What follows belongs to an exercise in optimizing a design on an open flow for a short achievable clock period and few clock cycles; a production flow would make more cautious choices. At most, simulation tests tie the RTL to the original design; equivalence was not proved. No functional check of the RTL was part of run 2. Power and IR drop assume default switching activity.

<file path="flow/config.mk">
export PLATFORM = sky130hd
export DESIGN_NAME = flz_decomp
export DESIGN_NICKNAME = flz_decomp
export VERILOG_FILES = /design/flow/design.v
export SDC_FILE = /design/flow/constraint.sdc
export NUM_CORES = 4
export LEC_CHECK = 0
export CAP_MARGIN = 20
export CORE_MARGIN = 2
export CORE_UTILIZATION = 40
export SETUP_SLACK_MARGIN = 5
export SLEW_MARGIN = 20
export TNS_END_PERCENT = 100
</file>
<file path="flow/run.sh">
#!/bin/bash
# synth_recipe.tcl (not shown) runs the flow's synth.tcl, then flattens the netlist and writes it again
# the make line also repeats each setting of config.mk as NAME=value (left out here)
make -C /OpenROAD-flow-scripts/flow DESIGN_CONFIG=/design/flow/config.mk WORK_HOME=/design/flow/orfs CLKGATE_MAP_FILE= SYNTH_SCRIPT=/design/flow/synth_recipe.tcl finish
</file>
<file path="flow/constraint.sdc">
create_clock -name core_clock -period 6.0 [get_ports {clk}]
set_input_delay 1.2000 -clock core_clock [delete_from_list [all_inputs] [get_ports {clk}]]
set_output_delay 1.2000 -clock core_clock [all_outputs]
set_load 0.01 [all_outputs]
</file>
<file path="flow/design.v">
module flz_decomp (
    input  wire        clk,
    input  wire        rst,         
    input  wire        start,
    input  wire        abort,
    input  wire [15:0] in_off,
    input  wire [15:0] in_len,
    output wire [15:0] in_addr,
    input  wire [7:0]  in_rdata,
    output wire        out_we,
    output wire [14:0] out_waddr,
    output wire [7:0]  out_wdata,
    output wire [14:0] out_raddr,
    input  wire [7:0]  out_rdata,
    output wire [1:0]  st,
    output reg  [1:0]  err,
    output reg  [2:0]  cause,
    output reg  [15:0] op
);
    localparam [1:0] ST_IDLE = 2'd0, ST_RUN = 2'd1, ST_DONE = 2'd2, ST_FAULT = 2'd3;
    localparam [1:0] E_NONE = 2'd0, E_UNSUPPORTED = 2'd1, E_CORRUPT = 2'd2;
    localparam [2:0] C_NONE = 3'd0, C_LEVEL = 3'd1, C_TRUNC_HDR = 3'd2, C_TRUNC_LIT = 3'd3,
                     C_TRUNC_MATCH = 3'd4, C_UNDERFLOW = 3'd5, C_OVERFLOW_LIT = 3'd6,
                     C_OVERFLOW_MATCH = 3'd7;
    localparam [2:0] T_CTRL = 3'd0, T_EXT = 3'd1, T_LO = 3'd2, T_LIT = 3'd3, T_STOP = 3'd4;
    localparam [1:0] K_LIT = 2'd0, K_MATCH = 2'd1, K_FIN = 2'd2;
    localparam [1:0] X_IDLE = 2'd0, X_LIT = 2'd1, X_COPY = 2'd2, X_FIN = 2'd3;
    localparam [1:0] D_LIT = 2'd0, D_MEM = 2'd1, D_H1 = 2'd2, D_H2 = 2'd3;
    reg  [1:0]  st_r;         
    reg  [1:0]  st_o;         
    assign st = st_o;
    wire running = (st_r == ST_RUN);
    wire go      = start && !running;       
    reg  [15:0] ip;           
    reg  [15:0] fleft;        
    reg         fnz;          
    reg  [3:0]  c_d;          
    reg  [4:0]  l_d;          
    reg  [2:0]  vc_d;         
    reg  [1:0]  vl_d;         
    reg         c_le5, c_le6, c_le7;     
    reg         l_le13, l_le14, l_le15;  
    reg  [15:0] ia;           
    reg         f0_v;         
    reg  [5:0]  f0_tag;
    reg         f1_v;         
    reg  [5:0]  f1_tag;       
    reg  [7:0]  iq;
    reg         iq_v;
    reg  [5:0]  iq_tag;
    reg  [7:0]  lq [0:15];
    reg  [4:0]  lq_w, lq_r;   
    reg  [1:0]  cq_type [0:7];
    reg  [8:0]  cq_cnt  [0:7];     
    reg         cq_one  [0:7];
    reg  [14:0] cq_rp   [0:7];
    reg  [1:0]  cq_dsel [0:7];
    reg  [3:0]  cq_w, cq_r;
    reg  [2:0]  t_st;
    reg         t_first;
    reg         t_end;        
    reg  [4:0]  t_cnt;        
    reg  [4:0]  t_hi;
    reg  [8:0]  t_n;
    reg         k_v;
    reg  [1:0]  k_type;
    reg  [8:0]  k_n;
    reg  [8:0]  k_add;        
    reg         k_one;
    reg  [12:0] k_ofs;
    reg  [1:0]  k_err;
    reg  [2:0]  k_cause;
    reg         c1_v;
    reg  [1:0]  c1_type;
    reg  [8:0]  c1_n;
    reg         c1_one;
    reg  [8:0]  c1_src_lo;    
    reg  [6:0]  c1_src_hi;    
    reg  [1:0]  c1_dsel;
    reg  [1:0]  c1_err;
    reg  [2:0]  c1_cause;
    reg         c1_hi_gt, c1_hi_eq, c1_lo_ge;    
    reg         c1_ovf;
    reg         c_stop;
    reg  [15:0] op_p;         
    reg  [1:0]  x_mode;
    reg  [8:0]  x_cnt;
    reg         x_last;       
    reg  [14:0] x_rp;
    reg  [1:0]  x_dsel;
    reg  [1:0]  x_err;
    reg  [2:0]  x_cause;
    reg  [14:0] ra;           
    reg         r_v;          
    reg  [1:0]  r_sel;
    reg  [7:0]  r_lit;
    reg         d_v;
    reg  [1:0]  d_sel;
    reg  [7:0]  d_lit;
    reg  [15:0] cnt_d;        
    reg  [15:0] cnt_r;        
    reg         w_v;
    reg  [14:0] wa;           
    reg  [7:0]  w_data;
    reg  [7:0]  h1;           
    reg  [7:0]  h2;           
    assign in_addr   = ia;
    assign out_raddr = ra;
    assign out_we    = w_v;
    assign out_waddr = wa;
    assign out_wdata = w_data;
    wire        fetch   = running && fnz &&
                          ((f1_v && f0_v)  ? (c_le5 && l_le13) :
                           (f1_v || f0_v)  ? (c_le6 && l_le14) : (c_le7 && l_le15));
    wire [3:0]  cq_occ  = c_d + {1'd0, vc_d};
    wire [4:0]  lq_occ  = l_d + {3'd0, vl_d};
    wire [5:0]  f_tag   = (fleft[15:6] != 10'd0) ? 6'd63 : (fleft[5:0] - 6'd1);
    wire [2:0]  c_len   = iq[7:5];
    wire        tr_lit  = (iq_tag <= {1'b0, iq[4:0]});
    wire        tr_sm   = (iq_tag == 6'd0);
    wire        tr_lm   = (iq_tag[5:1] == 5'd0);
    wire        t_lit   = running && iq_v && (t_st == T_LIT);
    wire        t_fin   = running && (t_st == T_CTRL) && t_end && c_le7;
    wire        c1_uf   = c1_hi_gt || (c1_hi_eq && c1_lo_ge);
    wire [9:0]  ov_sum  = {1'b0, op_p[8:0]} + {1'b0, k_add};
    wire        ovf     = ((op_p[15:9] == 7'd64) && (k_add != 9'd0)) ||
                          ((op_p[15:9] == 7'd63) && (ov_sum > 10'd512));
    wire [14:0] c1_src  = {c1_src_hi + {6'd0, c1_src_lo[8]}, c1_src_lo[7:0]};
    wire        c_push  = running && c1_v && !c_stop;
    reg         lq_ne;        
    reg         cq_ne;        
    wire        x_lpop  = (x_mode == X_LIT) && lq_ne;
    wire        x_free  = (x_mode == X_IDLE) || (x_last && ((x_mode == X_COPY) || x_lpop));
    wire        x_load  = running && x_free && cq_ne;
    wire [7:0]  d_byte  = (d_sel == D_LIT) ? d_lit :
                          (d_sel == D_MEM) ? out_rdata :
                          (d_sel == D_H1)  ? h1 : h2;
    integer i;
    always @(posedge clk) begin
        f0_v   <= fetch;
        f0_tag <= f_tag;
        ia     <= ip;
        f1_v   <= f0_v;
        f1_tag <= f0_tag;
        iq     <= in_rdata;
        iq_v   <= f1_v;
        iq_tag <= f1_tag;
        ip     <= ip + {15'd0, fetch};
        c_d    <= cq_w - cq_r;
        l_d    <= lq_w - lq_r;
        vc_d   <= {2'd0, c1_v} + {2'd0, k_v} + {2'd0, iq_v} + {2'd0, f1_v} + {2'd0, f0_v};
        vl_d   <= {1'd0, iq_v} + {1'd0, f1_v} + {1'd0, f0_v};
        c_le5  <= (cq_occ <= 4'd5);
        c_le6  <= (cq_occ <= 4'd6);
        c_le7  <= (cq_occ <= 4'd7);
        l_le13 <= (lq_occ <= 5'd13);
        l_le14 <= (lq_occ <= 5'd14);
        l_le15 <= (lq_occ <= 5'd15);
        if (fetch) begin
            fleft <= fleft - 16'd1;
            fnz   <= (fleft != 16'd1);
        end
        if (t_lit) begin
            lq[lq_w[3:0]] <= iq;
            lq_w     <= lq_w + 5'd1;
        end
        lq_r <= lq_r + {4'd0, x_lpop};
        lq_ne <= t_lit ? (x_lpop ? lq_ne : 1'b1) : (x_lpop ? (lq_w - lq_r != 5'd1) : lq_ne);
        cq_ne <= c_push ? (x_load ? cq_ne : 1'b1) : (x_load ? (cq_w - cq_r != 4'd1) : cq_ne);
        k_v   <= 1'b0;
        k_add <= 9'd0;
        if (running) begin
            case (t_st)
                T_CTRL: begin
                    if (t_fin) begin
                        k_v     <= 1'b1;
                        k_type  <= K_FIN;
                        k_err   <= t_first ? E_CORRUPT : E_NONE;
                        k_cause <= t_first ? C_TRUNC_HDR : C_NONE;
                        t_st    <= T_STOP;
                    end else if (iq_v) begin
                        t_first <= 1'b0;
                        t_hi    <= iq[4:0];
                        k_n     <= {4'd0, iq[4:0]} + 9'd1;
                        k_one   <= (iq[4:0] == 5'd0);
                        t_cnt   <= iq[4:0];
                        t_n     <= {6'd0, c_len} + 9'd2;
                        k_err   <= E_CORRUPT;
                        k_type  <= K_FIN;
                        if (t_first && c_len != 3'd0) begin
                            k_v     <= 1'b1;
                            k_err   <= E_UNSUPPORTED;
                            k_cause <= C_LEVEL;
                            t_st    <= T_STOP;
                        end else if (c_len == 3'd0) begin
                            k_v     <= 1'b1;
                            k_cause <= C_TRUNC_LIT;
                            if (tr_lit) t_st <= T_STOP;
                            else begin
                                k_type <= K_LIT;
                                k_add  <= {4'd0, iq[4:0]} + 9'd1;
                                t_st   <= T_LIT;
                            end
                        end else begin
                            k_cause <= C_TRUNC_MATCH;
                            if ((c_len == 3'd7) ? tr_lm : tr_sm) begin
                                k_v  <= 1'b1;
                                t_st <= T_STOP;
                            end else
                                t_st <= (c_len == 3'd7) ? T_EXT : T_LO;
                        end
                    end
                end
                T_EXT: if (iq_v) begin
                    t_n  <= {1'b0, iq} + 9'd9;
                    t_st <= T_LO;
                end
                T_LO: if (iq_v) begin
                    k_v    <= 1'b1;
                    k_type <= K_MATCH;
                    k_n    <= t_n;
                    k_add  <= t_n;
                    k_one  <= 1'b0;
                    k_ofs  <= {t_hi, iq};
                    t_st   <= T_CTRL;
                end
                T_LIT: if (iq_v) begin
                    t_cnt <= t_cnt - 5'd1;
                    if (t_cnt == 5'd0) t_st <= T_CTRL;
                end
                default: ;
            endcase
            if (iq_v && iq_tag == 6'd0) t_end <= 1'b1;
        end
        c1_v     <= running && k_v;
        c1_type  <= k_type;
        c1_n     <= k_n;
        c1_one   <= k_one;
        c1_src_lo <= {1'b0, op_p[7:0]} + {1'b0, ~k_ofs[7:0]};
        c1_src_hi <= op_p[14:8] + {2'b11, ~k_ofs[12:8]};
        c1_dsel  <= (k_ofs == 13'd0) ? D_H1 : (k_ofs == 13'd1) ? D_H2 : D_MEM;
        c1_err   <= k_err;
        c1_cause <= k_cause;
        c1_ovf   <= ovf;
        c1_hi_gt <= ({3'd0, k_ofs[12:8]} >  op_p[15:8]);
        c1_hi_eq <= ({3'd0, k_ofs[12:8]} == op_p[15:8]);
        c1_lo_ge <= (k_ofs[7:0] >= op_p[7:0]);
        op_p     <= op_p + {7'd0, k_add};
        if (c_push) begin
            cq_cnt[cq_w[2:0]]   <= c1_n;
            cq_one[cq_w[2:0]]   <= c1_one;
            cq_rp[cq_w[2:0]]    <= c1_src;
            cq_dsel[cq_w[2:0]]  <= c1_dsel;
            cq_type[cq_w[2:0]]  <= c1_type;
            if (c1_type == K_FIN) cq_cnt[cq_w[2:0]] <= {4'd0, c1_err, c1_cause};
            if (c1_type == K_FIN) c_stop <= 1'b1;
            if (c1_type == K_LIT && c1_ovf) begin
                cq_type[cq_w[2:0]]  <= K_FIN;
                cq_cnt[cq_w[2:0]]   <= {4'd0, E_CORRUPT, C_OVERFLOW_LIT};
                c_stop         <= 1'b1;
            end
            if (c1_type == K_MATCH && (c1_uf || c1_ovf)) begin
                cq_type[cq_w[2:0]]  <= K_FIN;
                cq_cnt[cq_w[2:0]]   <= {4'd0, E_CORRUPT, c1_uf ? C_UNDERFLOW : C_OVERFLOW_MATCH};
                c_stop         <= 1'b1;
            end
            cq_w <= cq_w + 4'd1;
        end
        cq_r <= cq_r + {3'd0, x_load};
        w_v    <= d_v;
        w_data <= d_byte;
        if (d_v) begin
            h1 <= d_byte;
            h2 <= h1;
        end
        cnt_d <= cnt_d + {15'd0, d_v};
        cnt_r <= cnt_r + {15'd0, r_v};
        op    <= cnt_r;           
        wa    <= cnt_d[14:0];
        d_v   <= r_v;
        d_sel <= r_sel;
        d_lit <= r_lit;
        ra    <= x_rp;
        r_v   <= 1'b0;
        x_rp  <= x_rp + {14'd0, x_mode == X_COPY};
        case (x_mode)
            X_COPY: begin
                r_v    <= 1'b1;
                r_sel  <= x_dsel;
                x_cnt  <= x_cnt - 9'd1;
                x_last <= (x_cnt == 9'd2);
                if (x_last) x_mode <= X_IDLE;
            end
            X_LIT: begin
                if (lq_ne) begin
                    r_v    <= 1'b1;
                    r_sel  <= D_LIT;
                    r_lit  <= lq[lq_r[3:0]];
                    x_cnt  <= x_cnt - 9'd1;
                    x_last <= (x_cnt == 9'd2);
                    if (x_last) x_mode <= X_IDLE;
                end
            end
            X_FIN: begin
                if (!r_v && !d_v) begin
                    st_r   <= (x_err == E_NONE) ? ST_DONE : ST_FAULT;
                    st_o   <= (x_err == E_NONE) ? ST_DONE : ST_FAULT;
                    err    <= x_err;
                    cause  <= x_cause;
                    x_mode <= X_IDLE;
                end
            end
            default: ;
        endcase
        if (x_load) begin
            x_mode  <= (cq_type[cq_r[2:0]] == K_LIT) ? X_LIT : (cq_type[cq_r[2:0]] == K_MATCH) ? X_COPY : X_FIN;
            x_cnt   <= cq_cnt[cq_r[2:0]];
            x_last  <= cq_one[cq_r[2:0]];
            x_rp    <= cq_rp[cq_r[2:0]];
            x_dsel  <= cq_dsel[cq_r[2:0]];
            x_err   <= cq_cnt[cq_r[2:0]][4:3];
            x_cause <= cq_cnt[cq_r[2:0]][2:0];
        end
        if (rst || abort || go) begin
            f0_v   <= 1'b0;
            f1_v   <= 1'b0;
            iq_v   <= 1'b0;
            k_v    <= 1'b0;
            k_add  <= 9'd0;
            lq_w   <= 5'd0;
            lq_ne  <= 1'b0;
            cq_ne  <= 1'b0;
            lq_r   <= 5'd0;
            cq_w   <= 4'd0;
            cq_r   <= 4'd0;
            x_mode <= X_IDLE;
            r_v    <= 1'b0;
            d_v    <= 1'b0;
            w_v    <= 1'b0;
            t_st   <= T_STOP;
            c_stop <= 1'b1;
            c1_v   <= 1'b0;
            fnz    <= 1'b0;
            c_d    <= 4'd0;
            l_d    <= 5'd0;
            vc_d   <= 3'd0;
            vl_d   <= 2'd0;
            c_le5  <= 1'b0;
            c_le6  <= 1'b0;
            c_le7  <= 1'b0;
            l_le13 <= 1'b0;
            l_le14 <= 1'b0;
            l_le15 <= 1'b0;
        end
        if (rst || abort) begin
            st_r  <= ST_IDLE;
            st_o  <= ST_IDLE;
            err   <= E_NONE;
            cause <= C_NONE;
            if (rst) begin
                op    <= 16'd0;
                wa    <= 15'd0;
                cnt_d <= 16'd0;
                cnt_r <= 16'd0;
            end
        end else begin
            if (start && st_o != ST_RUN) st_o <= ST_RUN;
        end
        if (!(rst || abort) && go) begin
            st_r    <= ST_RUN;
            err     <= E_NONE;
            cause   <= C_NONE;
            op      <= 16'd0;
            wa      <= 15'd0;
            cnt_d   <= 16'd0;
            cnt_r   <= 16'd0;
            ip      <= in_off;
            fleft   <= in_len;
            fnz     <= (in_len != 16'd0);
            c_le5   <= 1'b1;
            c_le6   <= 1'b1;
            c_le7   <= 1'b1;
            l_le13  <= 1'b1;
            l_le14  <= 1'b1;
            l_le15  <= 1'b1;
            t_st    <= T_CTRL;
            t_first <= 1'b1;
            t_end   <= (in_len == 16'd0);
            c_stop  <= 1'b0;
            op_p    <= 16'd0;
        end
    end
endmodule
</file>
==> results of run 1 <==
## cell type report
type / instances / area share (%)
Clock buffer: 112 / 5.022
Multi-Input combinational cell: 1195 / 28.90
Inverter: 73 / 0.7401
Timing Repair Buffer: 584 / 16.71
Timing Repair inverter: 2 / 0.08069
Sequential cell: 766 / 45.15
Clock inverter: 35 / 0.7374
Tap cell: 959 / 2.668
## metal layers
metal	wire [um]	GRT usage, %	up-vias
met5	0	0	-
met4	2814	7.104	0
met3	4176	3.079	173
met2	43910	37.46	543
met1	33890	26.76	9946
li1	-	-	8897
## what timing repair did
action,in CTS,in global routing
buffers inserted,322,80
gates cloned,59,4
hold buffers,0,0
resized for setup,1106,316
pin swaps,273,169
endpoints found under the setup margin,978,1062
## logic make-up after synthesis
kind of cell             share of synthesized area, %
XOR/XNOR                                        3.801
AND/OR/NAND/NOR                                 10.19
adder cells (fa/ha/maj)                         4.336
multiplexers                                    8.554
flip-flops                                      67.42
buffers and inverters                           1.840
AO/OA/AOI/OAI                                   3.856
## placed cells by master (no fill, tap or decap), types with 17 or more instances in the layout
cell type	n
clkbuf_1	24
ha_1	41
nor3_4	17
o21ai_2	26
clkbuf_16	88
dfxtp_1	165
dfxtp_2	92
ha_4	46
nor2_2	29
buf_16	40
a21oi_2	48
nor2_4	79
nand2_8	20
buf_6	265
xor2_1	48
edfxtp_1	470
and3_4	25
mux4_2	106
and3_1	23
buf_8	18
nor2_1	66
buf_4	130
nand2_1	130
nand2_2	39
o21ai_1	37
nand3_4	18
buf_12	86
xnor2_2	19
dfxtp_4	39
inv_1	41
inv_2	18
xnor2_1	43
and2_4	47
a21oi_1	20
## power groups by stage
| stage | registers, uW | clock network, uW | logic, uW |
|---|---|---|---|
| 6_report | 5650 | 4910 | 461 |
| 5_1_grt | 5660 | 5220 | 485 |
| 4_1_cts | 5650 | 4980 | 411 |
| 3_5_place_dp | 5790 | 0 | 221 |
| 3_3_place_gp | 5780 | 0 | 218 |
| 2_1_floorplan | 5770 | 0 | 112 |
## state kept, by name, indices dropped and copies added (netlist names), 13 cells and up
name,cells
ip,16
wa,15
ia,16
cnt_r,16
cq_dsel,16
fleft,16
cq_cnt,72
op_p,16
lq,128
x_rp,15
cnt_d,15
ra,15
cq_type,16
k_ofs,13
cq_rp,120
op,16
## how the worst max path moves through the flow
stage,startpoint,endpoint,slack (ns),cells past startpoint
floorplan,abort,fleft[14],3.79,5
global placement,rst,cnt_r[13],2.41,5
detailed placement,rst,cnt_d[2],2.27,5
CTS,err[0],err[0],3.68,1
global route,f1_v,ip[13],3.55,14
finish,err[1],err[1],3.69,1
## through the flow
step	instance area (um2)	hold WS [ns]
finish	44970	0.3090
global route	44970	0.3248
CTS	43090	0.3121
detailed placement	33350	0.3121
global placement	33350	0.3115
floorplan	31510	0.3096
==> flow_summary.yaml, run 1 <==
status:
  status: "timing/DRC/antenna clean"
yosys:
  ys_async_sr_fraction_pct: 0
  yosys_warnings: 1
  synth_cells: 2085
  ys_seq_area_share_pct: 67.42
  synthTopCellsByCount: "edfxtp_1, dfxtp_1, nand2_1"
  yosys-top-cells-area: "edfxtp_1, dfxtp_1, mux4_2"
  synth_nets: 2234
  avgSynthCellArea_um2: 14.26
  synth_most_common_cell: "edfxtp_1"
  syn_area_um2: 29720
  synth.top_cell.area_share_pct: 47.48
  synth_edf_count: 470
  synth_top_area_cell: "edfxtp_1"
  ys_ff_latch: 766
  synth_ff_type: "edfxtp_1"
  ys_types: 61
die:
  io_pins: 130
  core_region_area_um2: 73210
  initial_core_util_pct: 40.60
  die_area_um2: 76500
  die_h_um: 276.6
  num_rows: 99
  die_w_um: 276.6
clock_tree:
  clockBufferDepth: 3
  cts.reportedPaths.clkPinSlew_ns: 0.06
  clock_latency_ns: 0.64
  cts_sinks: 766
  cts_buffers: 80
  cts-root-buf: "clkbuf_16"
  cts_htree_levels: 3
  cts_tree: "built"
route:
  dr.pass1.iters: 5
  num_vias: 19560
  routed_wl_mm: 84.79
  drc: 0
  post_drt_wl_per_cell_um: 22.75
  vias_per_cell: 5.249
  ant_nets: 0
  drt-initial-drc-count: 1278
placed_design:
  dp_hpwl_mm: 40.29
  dp.cells: 3114
  portBuffers: 129
  routabilityCongestion: 0.8160
  dp_slack_ns: 2.266
final_layout:
  final_core_util_pct: 61.42
  multiInputGateArea_um2: 12990
  syn_to_final_growth_pct: 51.29
  drive_gt1_share_pct: 53.67
  regArea_um2: 20300
  fin_cells: 3726
  num-fill-cells: 5054
  antennaDiodeCount: 0
  nets: 2851
pwr:
  clkPwrFrac_pct: 44.5
  total_power_uw: 11020
  comb_power_share_pct: 4.2
  power.leakage_uw: 0.01604
  p_sw_uw: 2355
  cellPowerDensity_nw_per_um2: 245.0
  switching_share_pct: 21.37
  p_int_uw: 8663
  vdd_drop_max_v: 0.0001836
  seq_power_share_pct: 51.3
critical_path:
  r2r_start: "f1_v"
  regToRegEndpoint: "ip[13]"
  critical_path_class: "flop to primary output"
  cp.required_ns: 4.80
  path_max_fanout: 2
  crit_buf_inv: 1
  r2r_slack_ns: 3.72
  cp_slowest_stage_delay_ns: 0.36
  arrival_ns: 1.11
  slowest_stage: "dfxtp_4"
  critPathCaptureType: "primary output"
  cp_top_family: "flip-flops"
  cp_cell_sequence: "buf_6"
  startpoint_type: "flop"
  rr_worst_depth: 14
sta:
  rsz0062_at_grt: "true"
  slew_headroom_pct: 58.90
  setup_violations: 0
  min_period_ns: 2.311
  tightest_slew_ns: 0.6152
  slew_viol_final: 0
  hold_viol_final: 0
  max_freq_ghz: 0.4328
  setup_tns_ns: 0
  fin_crit_sh_pct: 38.51
  skew_ns: 0.03074
  layout_setup_ws_ns: 3.689
min_path:
  hold_depth: 0
  hp-class: "flop to flop"
  worst_hold_path.endpoint: "iq_tag[2]"
  worstHoldStart: "f1_tag[2]"
grt:
  antenna_found_initial: 0
  grt_use_total_pct: 21.22
  grt_pass1_wl_mm: 123.7
  grt_pass1_vias: 20120
  grt_max_degree: 32
  globalRouteOverflowTotal: 0
job:
  max_cap_viol_count: 0
Testbench counts, summed over its fixed seeds: cycles 297,194.
==> run 2: changes to the inputs <==
--- a/flow/design.v
+++ b/flow/design.v
@@ -127,6 +127,8 @@
                           ((op_p[15:9] == 7'd63) && (ov_sum > 10'd512));
     wire [14:0] c1_src  = {c1_src_hi + {6'd0, c1_src_lo[8]}, c1_src_lo[7:0]};
     wire        c_push  = running && c1_v && !c_stop;
+    wire        c_byp   = running && k_v && (k_type == K_LIT) && !c1_v && !c_stop;
+    wire        q_push  = c_push || c_byp;
     reg         lq_ne;        
     reg         cq_ne;        
     wire        x_lpop  = (x_mode == X_LIT) && lq_ne;
@@ -135,7 +137,6 @@
     wire [7:0]  d_byte  = (d_sel == D_LIT) ? d_lit :
                           (d_sel == D_MEM) ? out_rdata :
                           (d_sel == D_H1)  ? h1 : h2;
-    integer i;
     always @(posedge clk) begin
         f0_v   <= fetch;
         f0_tag <= f_tag;
@@ -166,7 +167,7 @@
         end
         lq_r <= lq_r + {4'd0, x_lpop};
         lq_ne <= t_lit ? (x_lpop ? lq_ne : 1'b1) : (x_lpop ? (lq_w - lq_r != 5'd1) : lq_ne);
-        cq_ne <= c_push ? (x_load ? cq_ne : 1'b1) : (x_load ? (cq_w - cq_r != 4'd1) : cq_ne);
+        cq_ne <= q_push ? (x_load ? cq_ne : 1'b1) : (x_load ? (cq_w - cq_r != 4'd1) : cq_ne);
         k_v   <= 1'b0;
         k_add <= 9'd0;
         if (running) begin
@@ -232,7 +233,7 @@
             endcase
             if (iq_v && iq_tag == 6'd0) t_end <= 1'b1;
         end
-        c1_v     <= running && k_v;
+        c1_v     <= running && k_v && !c_byp;
         c1_type  <= k_type;
         c1_n     <= k_n;
         c1_one   <= k_one;
@@ -266,6 +267,13 @@
             end
             cq_w <= cq_w + 4'd1;
         end
+        if (c_byp) begin
+            cq_cnt[cq_w[2:0]]  <= ovf ? {4'd0, E_CORRUPT, C_OVERFLOW_LIT} : k_n;
+            cq_one[cq_w[2:0]]  <= k_one;
+            cq_type[cq_w[2:0]] <= ovf ? K_FIN : K_LIT;
+            if (ovf) c_stop <= 1'b1;
+            cq_w <= cq_w + 4'd1;
+        end
         cq_r <= cq_r + {3'd0, x_load};
         w_v    <= d_v;
         w_data <= d_byte;
@@ -374,9 +382,12 @@
             wa      <= 15'd0;
             cnt_d   <= 16'd0;
             cnt_r   <= 16'd0;
-            ip      <= in_off;
-            fleft   <= in_len;
-            fnz     <= (in_len != 16'd0);
+            ia      <= in_off;
+            f0_v    <= (in_len != 16'd0);
+            f0_tag  <= (in_len[15:6] != 10'd0) ? 6'd63 : (in_len[5:0] - 6'd1);
+            ip      <= in_off + 16'd1;
+            fleft   <= in_len - 16'd1;
+            fnz     <= (in_len[15:1] != 15'd0);
             c_le5   <= 1'b1;
             c_le6   <= 1'b1;
             c_le7   <= 1'b1;
--- a/flow/config.mk
+++ b/flow/config.mk
@@ -8,6 +8,5 @@
 export CAP_MARGIN = 20
 export CORE_MARGIN = 2
 export CORE_UTILIZATION = 40
-export SETUP_SLACK_MARGIN = 5
+export SETUP_SLACK_MARGIN = 4
 export SLEW_MARGIN = 20
-export TNS_END_PERCENT = 100
==> flow_summary.yaml, run 2 <==
yosys:
  synth_xor_area_share_pct: 4.272
  synth_cells: 2299
  synthSimpleGateAreaFrac_pct: 11.36
  synthTopCellsByCount: "edfxtp_1, dfxtp_1, nand2_1"
  synth.top_cell.area_share_pct: 45.59
  synth_most_common_cell: "edfxtp_1"
  syn_area_um2: 30960
  ys_async_sr_fraction_pct: 0
  synth_top_family_by_area: "simple AND/OR/NAND/NOR gates"
  synth_nets: 2450
  synth_compound_area_share_pct: 4.805
  synth.area.mux_share_pct: 8.467
  synth_edf_count: 470
  synth_ff_type: "edfxtp_1"
  ys_ff_latch: 766
  ys_types: 76
  yosys-top-cells-area: "edfxtp_1, dfxtp_1, mux4_2"
  synth_top_area_cell: "edfxtp_1"
  synth_fa_ha_area_share_pct: 4.243
  yosys_warnings: 1
  ys_seq_area_share_pct: 64.73
  avgSynthCellArea_um2: 13.47
grt:
  top_usage_layer: "met2"
  grt_util_met3_pct: 2.717
  grt_pass1_wl_mm: 113.2
  use_met1_pct: 23.92
  globalRouteOverflowTotal: 0
  grt_pass1_vias: 19540
  grt_max_degree: 51
  met2_usage_pct: 31.92
  grt_use_total_pct: 18.47
  antenna_found_initial: 0
clock_tree:
  cts-root-buf: "clkbuf_16"
  cts_buffers: 82
  cts_tree: "built"
  cts.reportedPaths.clkPinSlew_ns: 0.06
  clock_latency_ns: 0.62
  clockBufferDepth: 3
  cts_htree_levels: 3
  cts_sinks: 766
placed_design:
  dp_hpwl_mm: 44.21
  dp.cells: 3407
  portBuffers: 129
  routabilityCongestion: 0.8248
sta:
  max_freq_ghz: 0.3884
  slew_headroom_pct: 48.58
  fin_crit_sh_pct: 42.91
  slew_viol_final: 0
  rsz0062_at_grt: "true"
  setup_violations: 0
  hold_viol_final: 0
  tightest_slew_ns: 0.7642
  min_period_ns: 2.575
  setup_tns_ns: 0
  skew_ns: 0.02860
final_layout:
  multiInputGateArea_um2: 11940
  antennaDiodeCount: 0
  layout_common_cells: "edfxtp_1, dfxtp_1, nand2_1, nor2_1, buf_4"
  num-fill-cells: 6366
  layout.cells.most_common: "edfxtp_1"
  syn_to_final_growth_pct: 28.71
  regArea_um2: 20170
  largest_register_ffs: 128
  drive_gt1_share_pct: 30.99
  nets: 2774
  final_core_util_pct: 51.70
  fin_cells: 3731
pwr:
  total_power_uw: 11040
  power.leakage_uw: 0.01422
  vdd_drop_max_v: 0.0002129
  cellPowerDensity_nw_per_um2: 276.9
route:
  dr.pass1.iters: 5
  num_vias: 19380
  vias_per_cell: 5.194
  drc: 0
  drt-initial-drc-count: 1391
  post_drt_wl_per_cell_um: 19.99
  ant_nets: 0
  routed_wl_mm: 74.59
die:
  num_rows: 102
  core_region_area_um2: 77080
  die_h_um: 282.2
  die_w_um: 282.2
  die_area_um2: 79640
  io_pins: 130
  initial_core_util_pct: 40.16
critical_path:
  critPathCaptureType: "flop"
  cp_top_family: "simple AND/OR/NAND/NOR gates"
  cp_cell_sequence: "ha_4 -> a211oi_4 -> nor4b_4 -> nor4b_4 -> o21ai_4 -> or3_4 -> o21ai_4"
  cp_slowest_stage_delay_ns: 0.49
  slowest_stage: "or3_4"
  cp.required_ns: 6.41
  arrival_ns: 2.99
  crit_buf_inv: 0
  path_max_fanout: 8
  startpoint_type: "flop"
  critical_path_class: "flop to flop"
status:
  status: "timing/DRC/antenna clean"
min_path:
  hp-class: "flop to flop"
job:
  max_cap_viol_count: 0
-- run 2: path summary, 6_finish.rpt --
kind / from / endpoint / slack, ns / depth (start not counted)
worst max-delay path: op_p[2] / cq_cnt[7][6] / 3.43 / 7
worst min-delay path: f0_tag[0] / f1_tag[0] / 0.32 / 0
worst max register to register: op_p[2] / cq_cnt[7][6] / 3.43 / 7
worst min register to register: f0_tag[0] / f1_tag[0] / 0.32 / 0
-- run 2: layer usage --
layer  vias to the layer above  part of all wire (%)
met5                         -                     0
met2                       461                    51
li1                       9028                     -
met3                       118                   4.6
met1                      9772                    42
met4                         0                   2.5
-- run 2: timing repair --
item / in CTS / in global routing
gates cloned: 13 / 3
setup buffers: 107 / 49
hold buffers: 0 / 0
endpoints found under the hold margin: 0 / 0
pin swaps: 75 / 78
resized for setup: 627 / 169
setup endpoints to repair: 845 / 695
-- run 2: kinds of logic after synthesis --
logic type / count (synthesis)
fa+ha+maj: 99
flops: 766
compound gates: 235
buf+inv: 167
simple gates: 752
mux: 129
xor+xnor: 151
-- run 2: stage by stage --
stage	area, um2	worst slack, ns	hold slack [ns]
2_1_floorplan	31790	3.628	0.3096
3_3_place_gp	34030	2.176	0.3143
3_5_place_dp	34030	2.121	0.3121
4_1_cts	38810	3.394	0.3253
5_1_grt	39850	3.346	0.3291
6_report	39850	3.425	0.3229
-- run 2: final cells by class --
type,instances,share of cell area (%)
flip-flops and latches,766,50.62
clock inverters,36,0.8195
multi-input cells,1369,29.96
well taps,1040,3.265
clock buffers,116,5.937
repair buffers,324,8.515
inverters,80,0.8854
-- run 2: power breakdown --
part           internal, uW  total, uW  switching (uW)  leakage (uW)
sequential             5610       5670            58.0       0.00672
combinational           159        351             192       0.00618
clock                  2940       5020            2080       0.00132
total                  8700      11000            2330        0.0142

[what the ideal ports hide]
No port has a modelled driver above. Below, the same layouts with a new extraction and two added sets of constraints. Step 1 (the two cells are an assumption about what drives the block):
set clk [get_ports {clk}]
set_driving_cell -lib_cell sky130_fd_sc_hd__clkbuf_16 $clk
set_driving_cell -lib_cell sky130_fd_sc_hd__buf_2 [delete_from_list [all_inputs] $clk]
Step 2, shift: input delay + t, output delay - t, t = (earliest + latest rising clock arrival at the registers) / 2. This alone moves slack from input paths to output paths. Slacks: ideal / step 1 / step 2; pairs: ideal / step 1.
run	t (ns)	setup slack, ns	latest minus earliest clock arrival (ns)	worst data-port slew with drivers (ns)	cell pins on the clock port's net
run 1	0.688	3.689 / 3.623 / 3.417	0.035 / 0.035	0.09	1
run 2	0.675	3.425 / 3.425 / 3.091	0.028 / 0.029	0.09	1
After both steps setup and hold are still met in every run listed. The setup slack of run 2, which loses most, moves by 0.000 ns with the drivers and by -0.334 ns with both steps.
